What follows belongs to an exercise in optimizing a design on an open flow for small area, a short achievable clock period and few clock cycles; a production flow would make more cautious choices.
In this exercise RTL edits were held to simulation tests only and were not proved equivalent to the original.
Power and IR drop assume default switching activity.

==> inputs of build 39 <==
// aptb_acf
module aptb_acf (
    input             clk,
    input             rst,           
    input             cmd_valid,
    output            cmd_ready,
    input      [31:0] cmd_word,      
    input      [31:0] cmd_data,      
    input      [31:0] cfg_fs,        
    input      [31:0] cfg_flo,       
    input      [31:0] cfg_fhi,       
    input      [15:0] cfg_tau,       
    output reg        rsp_valid,
    output reg [31:0] rsp_result,
    output reg [7:0]  rsp_err
);
Settings: LEC_CHECK=0, CAP_MARGIN=20, CORE_MARGIN=2, CORE_UTILIZATION=30, SLEW_MARGIN=20; clock period 15.0 ns.
standard.sh (not shown) runs the stock make flow with config.mk's settings and CLKGATE_MAP_FILE= SYNTH_SCRIPT=/design/flow/synth_recipe.tcl, a recipe that flattens the netlist after the stock synthesis.
==> flow/flow/run.sh <==
#!/bin/bash
# The standard layout, with the port buffers made from plain buf_4 cells
# instead of the delay buffer the resizer picks by default.
set -euo pipefail
export BUFFER_PORTS_ARGS="-buffer_cell sky130_fd_sc_hd__buf_4"
bash standard.sh finish > standard_flow.log 2>&1
==> inputs of trial 75, as changes to build 39 <==
--- a/flow/design.v
+++ b/flow/design.v
@@ -98,15 +98,11 @@
     wire       o_min  = q_d[4];
     wire       o_corr = q_d[3];
     wire       o_freq = q_d[2];
     wire       o_pred = q_d[1];
     wire       o_half = q_d[0];
-    reg [31:0] c_flo, c_fhi;
-    always @(posedge clk) begin
-        c_flo <= cfg_flo;
-        c_fhi <= cfg_fhi;
-    end
+    wire [31:0] c_flo, c_fhi;
     reg        cfgd;
     reg [8:0]  n;
     reg [7:0]  nm1;         
     reg [6:0]  nh1;         
     reg [6:0]  mp;
@@ -174,10 +170,12 @@
                 m_heq[gj] <= (vv_n[7:4] == gj);
                 m_lgt[gj] <= (vv_n[3:0] > gj);
             end
         end
     endgenerate
+    assign c_flo = T[31:0];
+    assign c_fhi = T[63:32];
     wire [255:0] df;
     generate
         for (gj = 0; gj < 256; gj = gj + 1) begin : g_df
             assign df[gj] = (S[gj] ^ T[gj]) & (m_hgt[gj / 16] | (m_heq[gj / 16] & m_lgt[gj % 16]));
         end
@@ -1392,21 +1390,21 @@
             rd_run  <= 1'b0;
             sw_busy <= 1'b0;
         end else begin
             if (do_init_start) begin
                 in_run <= 1'b1;
-                in_cnt <= 4'd1;
+                in_cnt <= 4'd0;
                 cfgd   <= 1'b0;
                 fs_s   <= cfg_fs[22:0];
                 fs_big <= |cfg_fs[31:23];
                 tau_s  <= cfg_tau;
                 in_dov <= 1'b0;
                 in_k   <= 4'd8;
                 in_q   <= 8'd0;
             end else if (in_run) begin
                 in_cnt <= in_cnt + 4'd1;
-                begin
+                if (in_cnt != 4'd0) begin
                     in_q   <= {in_q[6:0], in_ge};
                     in_dov <= in_dov | in_d2[32];
                     if (in_le) in_k <= in_k - 4'd1;
                 end
                 if (done) in_run <= 1'b0;
@@ -1481,11 +1479,11 @@
             e_st <= e_st_n;
             if (e_st == E_IDLE) e_rd <= !do_fill;
             if (do_init_start) begin
                 dv_sh[32:0] <= {2'b0, cfg_fs[22:0], 8'd0};
             end else if (in_run) begin
-                dv_sh[32:0] <= in_ge ? in_sub[32:0] : in_r2[32:0];
+                if (in_cnt != 4'd0) dv_sh[32:0] <= in_ge ? in_sub[32:0] : in_r2[32:0];
             end else if (c_newlag || do_pred_start) begin
                 dv_busy <= 1'b1;
                 dv_pred <= do_pred_start;
                 dv_cnt  <= 5'd20;
                 dv_rem  <= 7'd0;
@@ -1504,11 +1502,11 @@
             else if (dv_busy && dv_pred && dv_cnt == 5'd1)
                 dv_ok <= 1'b1;
             if (do_init_start) begin
                 mr <= {1'b0, cfg_fs[22:0], 8'd0};
             end else if (in_run) begin
-                mr <= in_d2[31:0];
+                if (in_cnt != 4'd0) mr <= in_d2[31:0];
             end else if (c_newmax) begin
                 mu_busy <= 1'b1;
                 mu_cnt  <= 4'd8;
                 mr      <= {pb_d, 24'd0};
             end else if (mu_busy) begin
@@ -1564,7 +1562,8 @@
         2'd0: begin T <= S;                     off <= 7'd0;        end
         2'd1: begin T <= {1'b0, T[255:1]};      off <= off + 7'd1;  end
         2'd2: begin T <= {4'd0, T[255:4]};      off <= off + 7'd4;  end
         default: begin T <= {16'd0, T[255:16]}; off <= off + 7'd16; end
         endcase
+        if (in_run) T[63:0] <= {cfg_fhi, cfg_flo};
     end
 endmodule
==> inputs of build 98, as changes to build 39 <==
--- a/flow/design.v
+++ b/flow/design.v
@@ -98,15 +98,11 @@
     wire       o_min  = q_d[4];
     wire       o_corr = q_d[3];
     wire       o_freq = q_d[2];
     wire       o_pred = q_d[1];
     wire       o_half = q_d[0];
-    reg [31:0] c_flo, c_fhi;
-    always @(posedge clk) begin
-        c_flo <= cfg_flo;
-        c_fhi <= cfg_fhi;
-    end
+    wire [31:0] c_flo, c_fhi;
     reg        cfgd;
     reg [8:0]  n;
     reg [7:0]  nm1;         
     reg [6:0]  nh1;         
     reg [6:0]  mp;
@@ -140,13 +136,14 @@
     wire [32:0] in_r = dv_sh[32:0];    
     reg [7:0]  in_q;         
     wire [31:0] in_d = mr;           
     reg        in_dov;       
     reg [3:0]  in_k;         
-    wire [33:0] in_r2  = {in_r, 1'b0};
-    wire [34:0] in_sub = {1'b0, in_r2} - {3'b000, c_fhi};
-    wire        in_ge  = !in_sub[34];
+    wire [34:0] in_t   = {in_r[32], in_r, 1'b0};
+    wire [34:0] in_nr  = in_t + ({3'b000, c_fhi} ^ {35{~in_r[32]}}) + {34'd0, ~in_r[32]};
+    wire        in_ge  = !in_nr[34];
+    reg  [2:0]  in_e;        
     wire [32:0] in_d2  = {in_d, 1'b0};
     wire        in_le  = !in_dov && !in_d2[32] && (in_d2[31:0] <= c_flo);
     wire        fs_zero = !fs_big && (fs_s == 23'd0);
     localparam E_IDLE = 3'd0, E_LOAD = 3'd1, E_POS = 3'd2, E_DRAIN = 3'd3, E_SLOAD = 3'd4;
     reg [2:0]  e_st;
@@ -174,10 +171,12 @@
                 m_heq[gj] <= (vv_n[7:4] == gj);
                 m_lgt[gj] <= (vv_n[3:0] > gj);
             end
         end
     endgenerate
+    assign c_flo = T[31:0];
+    assign c_fhi = T[63:32];
     wire [255:0] df;
     generate
         for (gj = 0; gj < 256; gj = gj + 1) begin : g_df
             assign df[gj] = (S[gj] ^ T[gj]) & (m_hgt[gj / 16] | (m_heq[gj / 16] & m_lgt[gj % 16]));
         end
@@ -1273,17 +1272,30 @@
         else                begin dv_rem_n = dv_t[6:0];  dv_qd = 2'd0; end
     end
     wire c_sw    = pb_v && !pb_rd;
     wire c_newlag = c_sw && (pb_first || (pb_d < est_min));
     wire c_newmax = c_sw && (pb_first || (pb_d > est_max));
+    reg  newlag_q, newmax_q;
+    always @(posedge clk) begin
+        newlag_q <= !rst && c_newlag;
+        newmax_q <= !rst && c_newmax;
+    end
     wire [7:0]  mm       = est_max - est_min;
-    wire        confident = (est_max != 8'd0) && ({mm, 16'd0} >= mu_acc);
+    wire        conf_c    = (est_max != 8'd0) && ({mm, 16'd0} >= mu_acc);
     wire [7:0]  two_lag  = {est_lag, 1'b0};
     wire [7:0]  hc_diff  = (two_lag >= {1'b0, lastlag}) ? two_lag - {1'b0, lastlag}
                                                         : {1'b0, lastlag} - two_lag;
-    wire        half_cycle = llv && (hc_diff <= 8'd1);
-    wire        pe_fin = (e_st == E_DRAIN) && !pa_v && !pr_v && !pb_v && !dv_busy && !mu_busy;
+    wire        hc_c      = llv && (hc_diff <= 8'd1);
+    wire        pe_pre = (e_st == E_DRAIN) && !pa_v && !pr_v && !pb_v && !newlag_q && !newmax_q &&
+                          !dv_busy && !mu_busy;
+    reg         pe_pre_q, confident, half_cycle;
+    always @(posedge clk) begin
+        pe_pre_q   <= pe_pre;
+        confident  <= conf_c;
+        half_cycle <= hc_c;
+    end
+    wire        pe_fin = pe_pre && pe_pre_q;
     reg        done;         
     reg [31:0] r_res;
     reg [7:0]  r_err;
     reg        do_shift, do_fill, do_init_start, do_rd_start, do_init_ok;
     wire [31:0] pe_f = pe_v ? dv_sh[31:0] : 32'd0;
@@ -1304,21 +1316,16 @@
             end else if (not_cfg) begin
                 done = 1'b1; r_err = E_NOTCFG;
             end else if (o_init) begin
                 if (!in_run) begin
                     if (!sw_busy) do_init_start = 1'b1;
-                end else if (in_cnt == 4'd1) begin
-                    if (fs_zero) begin
-                        done = 1'b1; r_err = E_CFG_FS;
-                    end else if (c_flo == 32'd0) begin
-                        done = 1'b1; r_err = E_CFG_FLO;
-                    end else if (c_fhi <= c_flo) begin
-                        done = 1'b1; r_err = E_CFG_ORDER;
-                    end
                 end else if (in_cnt == 4'd9) begin
                     done = 1'b1;
-                    if (!fs_big && in_q == 8'd0)                r_err = E_CFG_DEGEN;
+                    if (in_e[2])                                r_err = E_CFG_FS;
+                    else if (in_e[1])                           r_err = E_CFG_FLO;
+                    else if (in_e[0])                           r_err = E_CFG_ORDER;
+                    else if (!fs_big && in_q == 8'd0)           r_err = E_CFG_DEGEN;
                     else if (fs_big || in_q[7] || in_k[3])      r_err = E_CFG_CAP;
                     else if (fs_s[22:16] >= in_q[6:0])          r_err = E_CFG_FRANGE;
                     else begin
                         do_init_ok = 1'b1;
                         r_res = {23'd0, 9'd2 << in_k[2:0]};
@@ -1384,29 +1391,25 @@
     always @(posedge clk) begin
         if (do_shift) F <= {F[254:0], qb};
         if (s_ld)     S <= F;
     end
     always @(posedge clk) begin
-        if (rst) begin
-            cfgd    <= 1'b0;
-            in_run  <= 1'b0;
-            rd_run  <= 1'b0;
-            sw_busy <= 1'b0;
-        end else begin
             if (do_init_start) begin
                 in_run <= 1'b1;
-                in_cnt <= 4'd1;
+                in_cnt <= 4'd0;
                 cfgd   <= 1'b0;
                 fs_s   <= cfg_fs[22:0];
                 fs_big <= |cfg_fs[31:23];
                 tau_s  <= cfg_tau;
                 in_dov <= 1'b0;
                 in_k   <= 4'd8;
                 in_q   <= 8'd0;
             end else if (in_run) begin
                 in_cnt <= in_cnt + 4'd1;
-                begin
+                if (in_cnt == 4'd1)
+                    in_e <= {fs_zero, c_flo == 32'd0, c_fhi <= c_flo};
+                if (in_cnt != 4'd0) begin
                     in_q   <= {in_q[6:0], in_ge};
                     in_dov <= in_dov | in_d2[32];
                     if (in_le) in_k <= in_k - 4'd1;
                 end
                 if (done) in_run <= 1'b0;
@@ -1458,42 +1461,37 @@
                 end else begin
                     pe_v    <= 1'b0;
                     pe_hc   <= 1'b0;
                 end
             end
+        if (rst) begin
+            cfgd    <= 1'b0;
+            in_run  <= 1'b0;
+            rd_run  <= 1'b0;
+            sw_busy <= 1'b0;
         end
     end
     always @(posedge clk) begin
-        if (rst) begin
-            e_st <= E_IDLE;
-            ts   <= 2'd0;
-            s_ld <= 1'b0;
-            pa_v <= 1'b0;
-            pr_v <= 1'b0;
-            pb_v <= 1'b0;
-            dv_busy <= 1'b0;
-            mu_busy <= 1'b0;
-        end else begin
             pa_v <= e_feed;
             ts   <= ts_n;
             s_ld <= do_fill;
             pr_v <= pa_v;
             pb_v <= pr_v;
             e_st <= e_st_n;
             if (e_st == E_IDLE) e_rd <= !do_fill;
             if (do_init_start) begin
                 dv_sh[32:0] <= {2'b0, cfg_fs[22:0], 8'd0};
             end else if (in_run) begin
-                dv_sh[32:0] <= in_ge ? in_sub[32:0] : in_r2[32:0];
-            end else if (c_newlag || do_pred_start) begin
+                if (in_cnt != 4'd0) dv_sh[32:0] <= in_nr[32:0];
+            end else if (newlag_q || do_pred_start) begin
                 dv_busy <= 1'b1;
                 dv_pred <= do_pred_start;
                 dv_cnt  <= 5'd20;
                 dv_rem  <= 7'd0;
                 dv_sh   <= {1'b0, fs_s, 16'd0};
-                dv_dv   <= c_newlag ? pb_lag : lastlag;
-                dv_l3   <= c_newlag ? {2'd0, pb_lag} + {1'b0, pb_lag, 1'b0}
+                dv_dv   <= newlag_q ? est_lag : lastlag;
+                dv_l3   <= newlag_q ? {2'd0, est_lag} + {1'b0, est_lag, 1'b0}
                                     : {2'd0, lastlag} + {1'b0, lastlag, 1'b0};
             end else if (dv_busy) begin
                 dv_rem <= dv_rem_n;
                 dv_sh  <= {dv_sh[37:0], dv_qd};
                 dv_cnt <= dv_cnt - 5'd1;
@@ -1504,20 +1502,29 @@
             else if (dv_busy && dv_pred && dv_cnt == 5'd1)
                 dv_ok <= 1'b1;
             if (do_init_start) begin
                 mr <= {1'b0, cfg_fs[22:0], 8'd0};
             end else if (in_run) begin
-                mr <= in_d2[31:0];
-            end else if (c_newmax) begin
+                if (in_cnt != 4'd0) mr <= in_d2[31:0];
+            end else if (newmax_q) begin
                 mu_busy <= 1'b1;
                 mu_cnt  <= 4'd8;
-                mr      <= {pb_d, 24'd0};
+                mr      <= {est_max, 24'd0};
             end else if (mu_busy) begin
                 mr <= {mu_m[6:0], 1'b0, {mu_acc[22:0], 1'b0} + (mu_m[7] ? {8'd0, tau_s} : 24'd0)};
                 mu_cnt <= mu_cnt - 4'd1;
                 if (mu_cnt == 4'd1) mu_busy <= 1'b0;
             end
+        if (rst) begin
+            e_st <= E_IDLE;
+            ts   <= 2'd0;
+            s_ld <= 1'b0;
+            pa_v <= 1'b0;
+            pr_v <= 1'b0;
+            pb_v <= 1'b0;
+            dv_busy <= 1'b0;
+            mu_busy <= 1'b0;
         end
     end
     always @(*) begin
         case (e_st)
         E_IDLE:  e_st_n = do_fill ? E_SLOAD : do_rd_start ? E_POS : E_IDLE;
@@ -1564,7 +1571,8 @@
         2'd0: begin T <= S;                     off <= 7'd0;        end
         2'd1: begin T <= {1'b0, T[255:1]};      off <= off + 7'd1;  end
         2'd2: begin T <= {4'd0, T[255:4]};      off <= off + 7'd4;  end
         default: begin T <= {16'd0, T[255:16]}; off <= off + 7'd16; end
         endcase
+        if (in_run) T[63:0] <= {cfg_fhi, cfg_flo};
     end
 endmodule
--- a/flow/config.mk
+++ b/flow/config.mk
@@ -5,7 +5,7 @@
 export SDC_FILE = /design/flow/constraint.sdc
 export NUM_CORES = 4
 export LEC_CHECK = 0
 export CAP_MARGIN = 20
 export CORE_MARGIN = 2
-export CORE_UTILIZATION = 30
+export CORE_UTILIZATION = 50
 export SLEW_MARGIN = 20
==> inputs of build 61, as changes to build 39 <==
--- a/flow/design.v
+++ b/flow/design.v
@@ -98,15 +98,11 @@
     wire       o_min  = q_d[4];
     wire       o_corr = q_d[3];
     wire       o_freq = q_d[2];
     wire       o_pred = q_d[1];
     wire       o_half = q_d[0];
-    reg [31:0] c_flo, c_fhi;
-    always @(posedge clk) begin
-        c_flo <= cfg_flo;
-        c_fhi <= cfg_fhi;
-    end
+    wire [31:0] c_flo, c_fhi;
     reg        cfgd;
     reg [8:0]  n;
     reg [7:0]  nm1;         
     reg [6:0]  nh1;         
     reg [6:0]  mp;
@@ -125,10 +121,11 @@
     reg        llv;
     reg        dv_ok;
     reg        have_win;
     reg        sw_busy;     
     reg [255:0] F;           
+    reg         f_sh, f_b;   
     reg [255:0] S;           
     reg [255:0] T;           
     wire not_cfg   = !o_init && !cfgd;
     wire push_drop = cnt_zero && qb;
     wire push_fill = cnt_last;
@@ -140,13 +137,14 @@
     wire [32:0] in_r = dv_sh[32:0];    
     reg [7:0]  in_q;         
     wire [31:0] in_d = mr;           
     reg        in_dov;       
     reg [3:0]  in_k;         
-    wire [33:0] in_r2  = {in_r, 1'b0};
-    wire [34:0] in_sub = {1'b0, in_r2} - {3'b000, c_fhi};
-    wire        in_ge  = !in_sub[34];
+    wire [34:0] in_t   = {in_r[32], in_r, 1'b0};
+    wire [34:0] in_nr  = in_t + ({3'b000, c_fhi} ^ {35{~in_r[32]}}) + {34'd0, ~in_r[32]};
+    wire        in_ge  = !in_nr[34];
+    reg  [2:0]  in_e;        
     wire [32:0] in_d2  = {in_d, 1'b0};
     wire        in_le  = !in_dov && !in_d2[32] && (in_d2[31:0] <= c_flo);
     wire        fs_zero = !fs_big && (fs_s == 23'd0);
     localparam E_IDLE = 3'd0, E_LOAD = 3'd1, E_POS = 3'd2, E_DRAIN = 3'd3, E_SLOAD = 3'd4;
     reg [2:0]  e_st;
@@ -174,23 +172,24 @@
                 m_heq[gj] <= (vv_n[7:4] == gj);
                 m_lgt[gj] <= (vv_n[3:0] > gj);
             end
         end
     endgenerate
+    assign c_flo = T[31:0];
+    assign c_fhi = T[63:32];
     wire [255:0] df;
     generate
         for (gj = 0; gj < 256; gj = gj + 1) begin : g_df
             assign df[gj] = (S[gj] ^ T[gj]) & (m_hgt[gj / 16] | (m_heq[gj / 16] & m_lgt[gj % 16]));
         end
     endgenerate
     wire [8:0] sb;
     reg        pa_v, pa_rd, pa_first, pa_last;
-    reg [6:0]  pa_lag;
     reg        pr_v, pr_rd, pr_first, pr_last;
-    reg [6:0]  pr_lag;
     reg        pb_v, pb_rd, pb_first, pb_last;
-    reg [6:0]  pb_lag;
+    reg [6:0]  c_lag;        
+    wire [6:0] pb_lag = pb_first ? mp : c_lag;
     reg [7:0]  pb_d;
     localparam NPQ = 37;   
     reg  [NPQ-1:0] pq;
     reg  [11:0] pr;
     wire ta_0,
@@ -1238,19 +1237,17 @@
     always @(posedge clk) begin
         pb_d <= sb[7:0];
         pa_rd <= e_rd;
         pa_first <= !e_run;
         pa_last <= e_last;
-        pa_lag <= off;
         pr_rd <= pa_rd;
         pr_first <= pa_first;
         pr_last <= pa_last;
-        pr_lag <= pa_lag;
         pb_rd <= pr_rd;
         pb_first <= pr_first;
         pb_last <= pr_last;
-        pb_lag <= pr_lag;
+        if (pb_v) c_lag <= pb_lag + 7'd1;
     end
     reg        dv_busy;
     reg [4:0]  dv_cnt;
     reg [6:0]  dv_rem;
     reg        mu_busy;
@@ -1273,17 +1270,30 @@
         else                begin dv_rem_n = dv_t[6:0];  dv_qd = 2'd0; end
     end
     wire c_sw    = pb_v && !pb_rd;
     wire c_newlag = c_sw && (pb_first || (pb_d < est_min));
     wire c_newmax = c_sw && (pb_first || (pb_d > est_max));
+    reg  newlag_q, newmax_q;
+    always @(posedge clk) begin
+        newlag_q <= !rst && c_newlag;
+        newmax_q <= !rst && c_newmax;
+    end
     wire [7:0]  mm       = est_max - est_min;
-    wire        confident = (est_max != 8'd0) && ({mm, 16'd0} >= mu_acc);
+    wire        conf_c    = (est_max != 8'd0) && ({mm, 16'd0} >= mu_acc);
     wire [7:0]  two_lag  = {est_lag, 1'b0};
     wire [7:0]  hc_diff  = (two_lag >= {1'b0, lastlag}) ? two_lag - {1'b0, lastlag}
                                                         : {1'b0, lastlag} - two_lag;
-    wire        half_cycle = llv && (hc_diff <= 8'd1);
-    wire        pe_fin = (e_st == E_DRAIN) && !pa_v && !pr_v && !pb_v && !dv_busy && !mu_busy;
+    wire        hc_c      = llv && (hc_diff <= 8'd1);
+    wire        pe_pre = (e_st == E_DRAIN) && !pa_v && !pr_v && !pb_v && !newlag_q && !newmax_q &&
+                          !dv_busy && !mu_busy;
+    reg         pe_pre_q, confident, half_cycle;
+    always @(posedge clk) begin
+        pe_pre_q   <= pe_pre;
+        confident  <= conf_c;
+        half_cycle <= hc_c;
+    end
+    wire        pe_fin = pe_pre && pe_pre_q;
     reg        done;         
     reg [31:0] r_res;
     reg [7:0]  r_err;
     reg        do_shift, do_fill, do_init_start, do_rd_start, do_init_ok;
     wire [31:0] pe_f = pe_v ? dv_sh[31:0] : 32'd0;
@@ -1304,21 +1314,16 @@
             end else if (not_cfg) begin
                 done = 1'b1; r_err = E_NOTCFG;
             end else if (o_init) begin
                 if (!in_run) begin
                     if (!sw_busy) do_init_start = 1'b1;
-                end else if (in_cnt == 4'd1) begin
-                    if (fs_zero) begin
-                        done = 1'b1; r_err = E_CFG_FS;
-                    end else if (c_flo == 32'd0) begin
-                        done = 1'b1; r_err = E_CFG_FLO;
-                    end else if (c_fhi <= c_flo) begin
-                        done = 1'b1; r_err = E_CFG_ORDER;
-                    end
                 end else if (in_cnt == 4'd9) begin
                     done = 1'b1;
-                    if (!fs_big && in_q == 8'd0)                r_err = E_CFG_DEGEN;
+                    if (in_e[2])                                r_err = E_CFG_FS;
+                    else if (in_e[1])                           r_err = E_CFG_FLO;
+                    else if (in_e[0])                           r_err = E_CFG_ORDER;
+                    else if (!fs_big && in_q == 8'd0)           r_err = E_CFG_DEGEN;
                     else if (fs_big || in_q[7] || in_k[3])      r_err = E_CFG_CAP;
                     else if (fs_s[22:16] >= in_q[6:0])          r_err = E_CFG_FRANGE;
                     else begin
                         do_init_ok = 1'b1;
                         r_res = {23'd0, 9'd2 << in_k[2:0]};
@@ -1380,33 +1385,31 @@
         end
         rsp_result <= r_res;
         rsp_err    <= r_err;
     end
     always @(posedge clk) begin
-        if (do_shift) F <= {F[254:0], qb};
-        if (s_ld)     S <= F;
+        f_sh <= do_shift;
+        f_b  <= qb;
+        if (f_sh) F <= {F[254:0], f_b};
+        if (s_ld) S <= {F[254:0], f_b};
     end
     always @(posedge clk) begin
-        if (rst) begin
-            cfgd    <= 1'b0;
-            in_run  <= 1'b0;
-            rd_run  <= 1'b0;
-            sw_busy <= 1'b0;
-        end else begin
             if (do_init_start) begin
                 in_run <= 1'b1;
-                in_cnt <= 4'd1;
+                in_cnt <= 4'd0;
                 cfgd   <= 1'b0;
                 fs_s   <= cfg_fs[22:0];
                 fs_big <= |cfg_fs[31:23];
                 tau_s  <= cfg_tau;
                 in_dov <= 1'b0;
                 in_k   <= 4'd8;
                 in_q   <= 8'd0;
             end else if (in_run) begin
                 in_cnt <= in_cnt + 4'd1;
-                begin
+                if (in_cnt == 4'd1)
+                    in_e <= {fs_zero, c_flo == 32'd0, c_fhi <= c_flo};
+                if (in_cnt != 4'd0) begin
                     in_q   <= {in_q[6:0], in_ge};
                     in_dov <= in_dov | in_d2[32];
                     if (in_le) in_k <= in_k - 4'd1;
                 end
                 if (done) in_run <= 1'b0;
@@ -1458,42 +1461,37 @@
                 end else begin
                     pe_v    <= 1'b0;
                     pe_hc   <= 1'b0;
                 end
             end
+        if (rst) begin
+            cfgd    <= 1'b0;
+            in_run  <= 1'b0;
+            rd_run  <= 1'b0;
+            sw_busy <= 1'b0;
         end
     end
     always @(posedge clk) begin
-        if (rst) begin
-            e_st <= E_IDLE;
-            ts   <= 2'd0;
-            s_ld <= 1'b0;
-            pa_v <= 1'b0;
-            pr_v <= 1'b0;
-            pb_v <= 1'b0;
-            dv_busy <= 1'b0;
-            mu_busy <= 1'b0;
-        end else begin
             pa_v <= e_feed;
             ts   <= ts_n;
             s_ld <= do_fill;
             pr_v <= pa_v;
             pb_v <= pr_v;
             e_st <= e_st_n;
             if (e_st == E_IDLE) e_rd <= !do_fill;
             if (do_init_start) begin
                 dv_sh[32:0] <= {2'b0, cfg_fs[22:0], 8'd0};
             end else if (in_run) begin
-                dv_sh[32:0] <= in_ge ? in_sub[32:0] : in_r2[32:0];
-            end else if (c_newlag || do_pred_start) begin
+                if (in_cnt != 4'd0) dv_sh[32:0] <= in_nr[32:0];
+            end else if (newlag_q || do_pred_start) begin
                 dv_busy <= 1'b1;
                 dv_pred <= do_pred_start;
-                dv_cnt  <= 5'd20;
-                dv_rem  <= 7'd0;
-                dv_sh   <= {1'b0, fs_s, 16'd0};
-                dv_dv   <= c_newlag ? pb_lag : lastlag;
-                dv_l3   <= c_newlag ? {2'd0, pb_lag} + {1'b0, pb_lag, 1'b0}
+                dv_cnt  <= 5'd16;
+                dv_rem  <= fs_s[22:16];
+                dv_sh   <= {fs_s[15:0], 24'd0};
+                dv_dv   <= newlag_q ? est_lag : lastlag;
+                dv_l3   <= newlag_q ? {2'd0, est_lag} + {1'b0, est_lag, 1'b0}
                                     : {2'd0, lastlag} + {1'b0, lastlag, 1'b0};
             end else if (dv_busy) begin
                 dv_rem <= dv_rem_n;
                 dv_sh  <= {dv_sh[37:0], dv_qd};
                 dv_cnt <= dv_cnt - 5'd1;
@@ -1504,20 +1502,29 @@
             else if (dv_busy && dv_pred && dv_cnt == 5'd1)
                 dv_ok <= 1'b1;
             if (do_init_start) begin
                 mr <= {1'b0, cfg_fs[22:0], 8'd0};
             end else if (in_run) begin
-                mr <= in_d2[31:0];
-            end else if (c_newmax) begin
+                if (in_cnt != 4'd0) mr <= in_d2[31:0];
+            end else if (newmax_q) begin
                 mu_busy <= 1'b1;
                 mu_cnt  <= 4'd8;
-                mr      <= {pb_d, 24'd0};
+                mr      <= {est_max, 24'd0};
             end else if (mu_busy) begin
                 mr <= {mu_m[6:0], 1'b0, {mu_acc[22:0], 1'b0} + (mu_m[7] ? {8'd0, tau_s} : 24'd0)};
                 mu_cnt <= mu_cnt - 4'd1;
                 if (mu_cnt == 4'd1) mu_busy <= 1'b0;
             end
+        if (rst) begin
+            e_st <= E_IDLE;
+            ts   <= 2'd0;
+            s_ld <= 1'b0;
+            pa_v <= 1'b0;
+            pr_v <= 1'b0;
+            pb_v <= 1'b0;
+            dv_busy <= 1'b0;
+            mu_busy <= 1'b0;
         end
     end
     always @(*) begin
         case (e_st)
         E_IDLE:  e_st_n = do_fill ? E_SLOAD : do_rd_start ? E_POS : E_IDLE;
@@ -1564,7 +1571,8 @@
         2'd0: begin T <= S;                     off <= 7'd0;        end
         2'd1: begin T <= {1'b0, T[255:1]};      off <= off + 7'd1;  end
         2'd2: begin T <= {4'd0, T[255:4]};      off <= off + 7'd4;  end
         default: begin T <= {16'd0, T[255:16]}; off <= off + 7'd16; end
         endcase
+        if (in_run) T[63:0] <= {cfg_fhi, cfg_flo};
     end
 endmodule
--- a/flow/config.mk
+++ b/flow/config.mk
@@ -5,7 +5,7 @@
 export SDC_FILE = /design/flow/constraint.sdc
 export NUM_CORES = 4
 export LEC_CHECK = 0
 export CAP_MARGIN = 20
 export CORE_MARGIN = 2
-export CORE_UTILIZATION = 30
+export CORE_UTILIZATION = 58
 export SLEW_MARGIN = 20
==> summary of the runs <==
- Register-to-register slack: build 61 is higher than trial 75 (0.39 ns).
- The lowest clock skew belongs to build 61, the highest to build 39.
- Of build 98 and build 61, build 61 has the higher utilization (gap 8.5 points).
- In build 39 the sequential power is higher than in build 61, by about 5%.
- Combinational power: build 61 > build 98 > build 39 > trial 75.
- Clock power, highest first: build 39, trial 75, build 98, build 61.
Testbench counts of build 39, summed over its fixed seeds: cycles 43,037.
Testbench counts of trial 75, summed over its fixed seeds: cycles 43,069.
Testbench counts of build 98, summed over its fixed seeds: cycles 43,262.
Testbench counts of build 61, summed over its fixed seeds: cycles 43,075.

re-timing with driven ports:
How much do the figures lean on ideal ports? The routed layouts below were timed once more, with nothing changed but the port constraints. Step 1, drivers: a clkbuf_16 drives clk and a buf_2 each remaining input, both assumed. Step 2 moves the port delays by t, midway between the first and last clock arrival at a register: inputs arrive t later, outputs are due t later. That takes back most of the time a late clock gives input paths. a / b / c = ideal / step 1 / step 2; a / b = the first two.
run	t (ns)	setup WS [ns]	cell pins on the clock port's net
build 39	0.862	10.298 / 10.298 / 9.801	1
trial 75	0.860	10.487 / 10.487 / 9.854	1
build 98	0.839	10.603 / 10.531 / 10.241	1
build 61	0.819	10.713 / 10.642 / 9.991	1
After both steps every run listed still meets setup and hold. For build 61, which loses most, drivers alone change the setup slack by -0.071 ns; drivers and shift together by -0.722 ns.
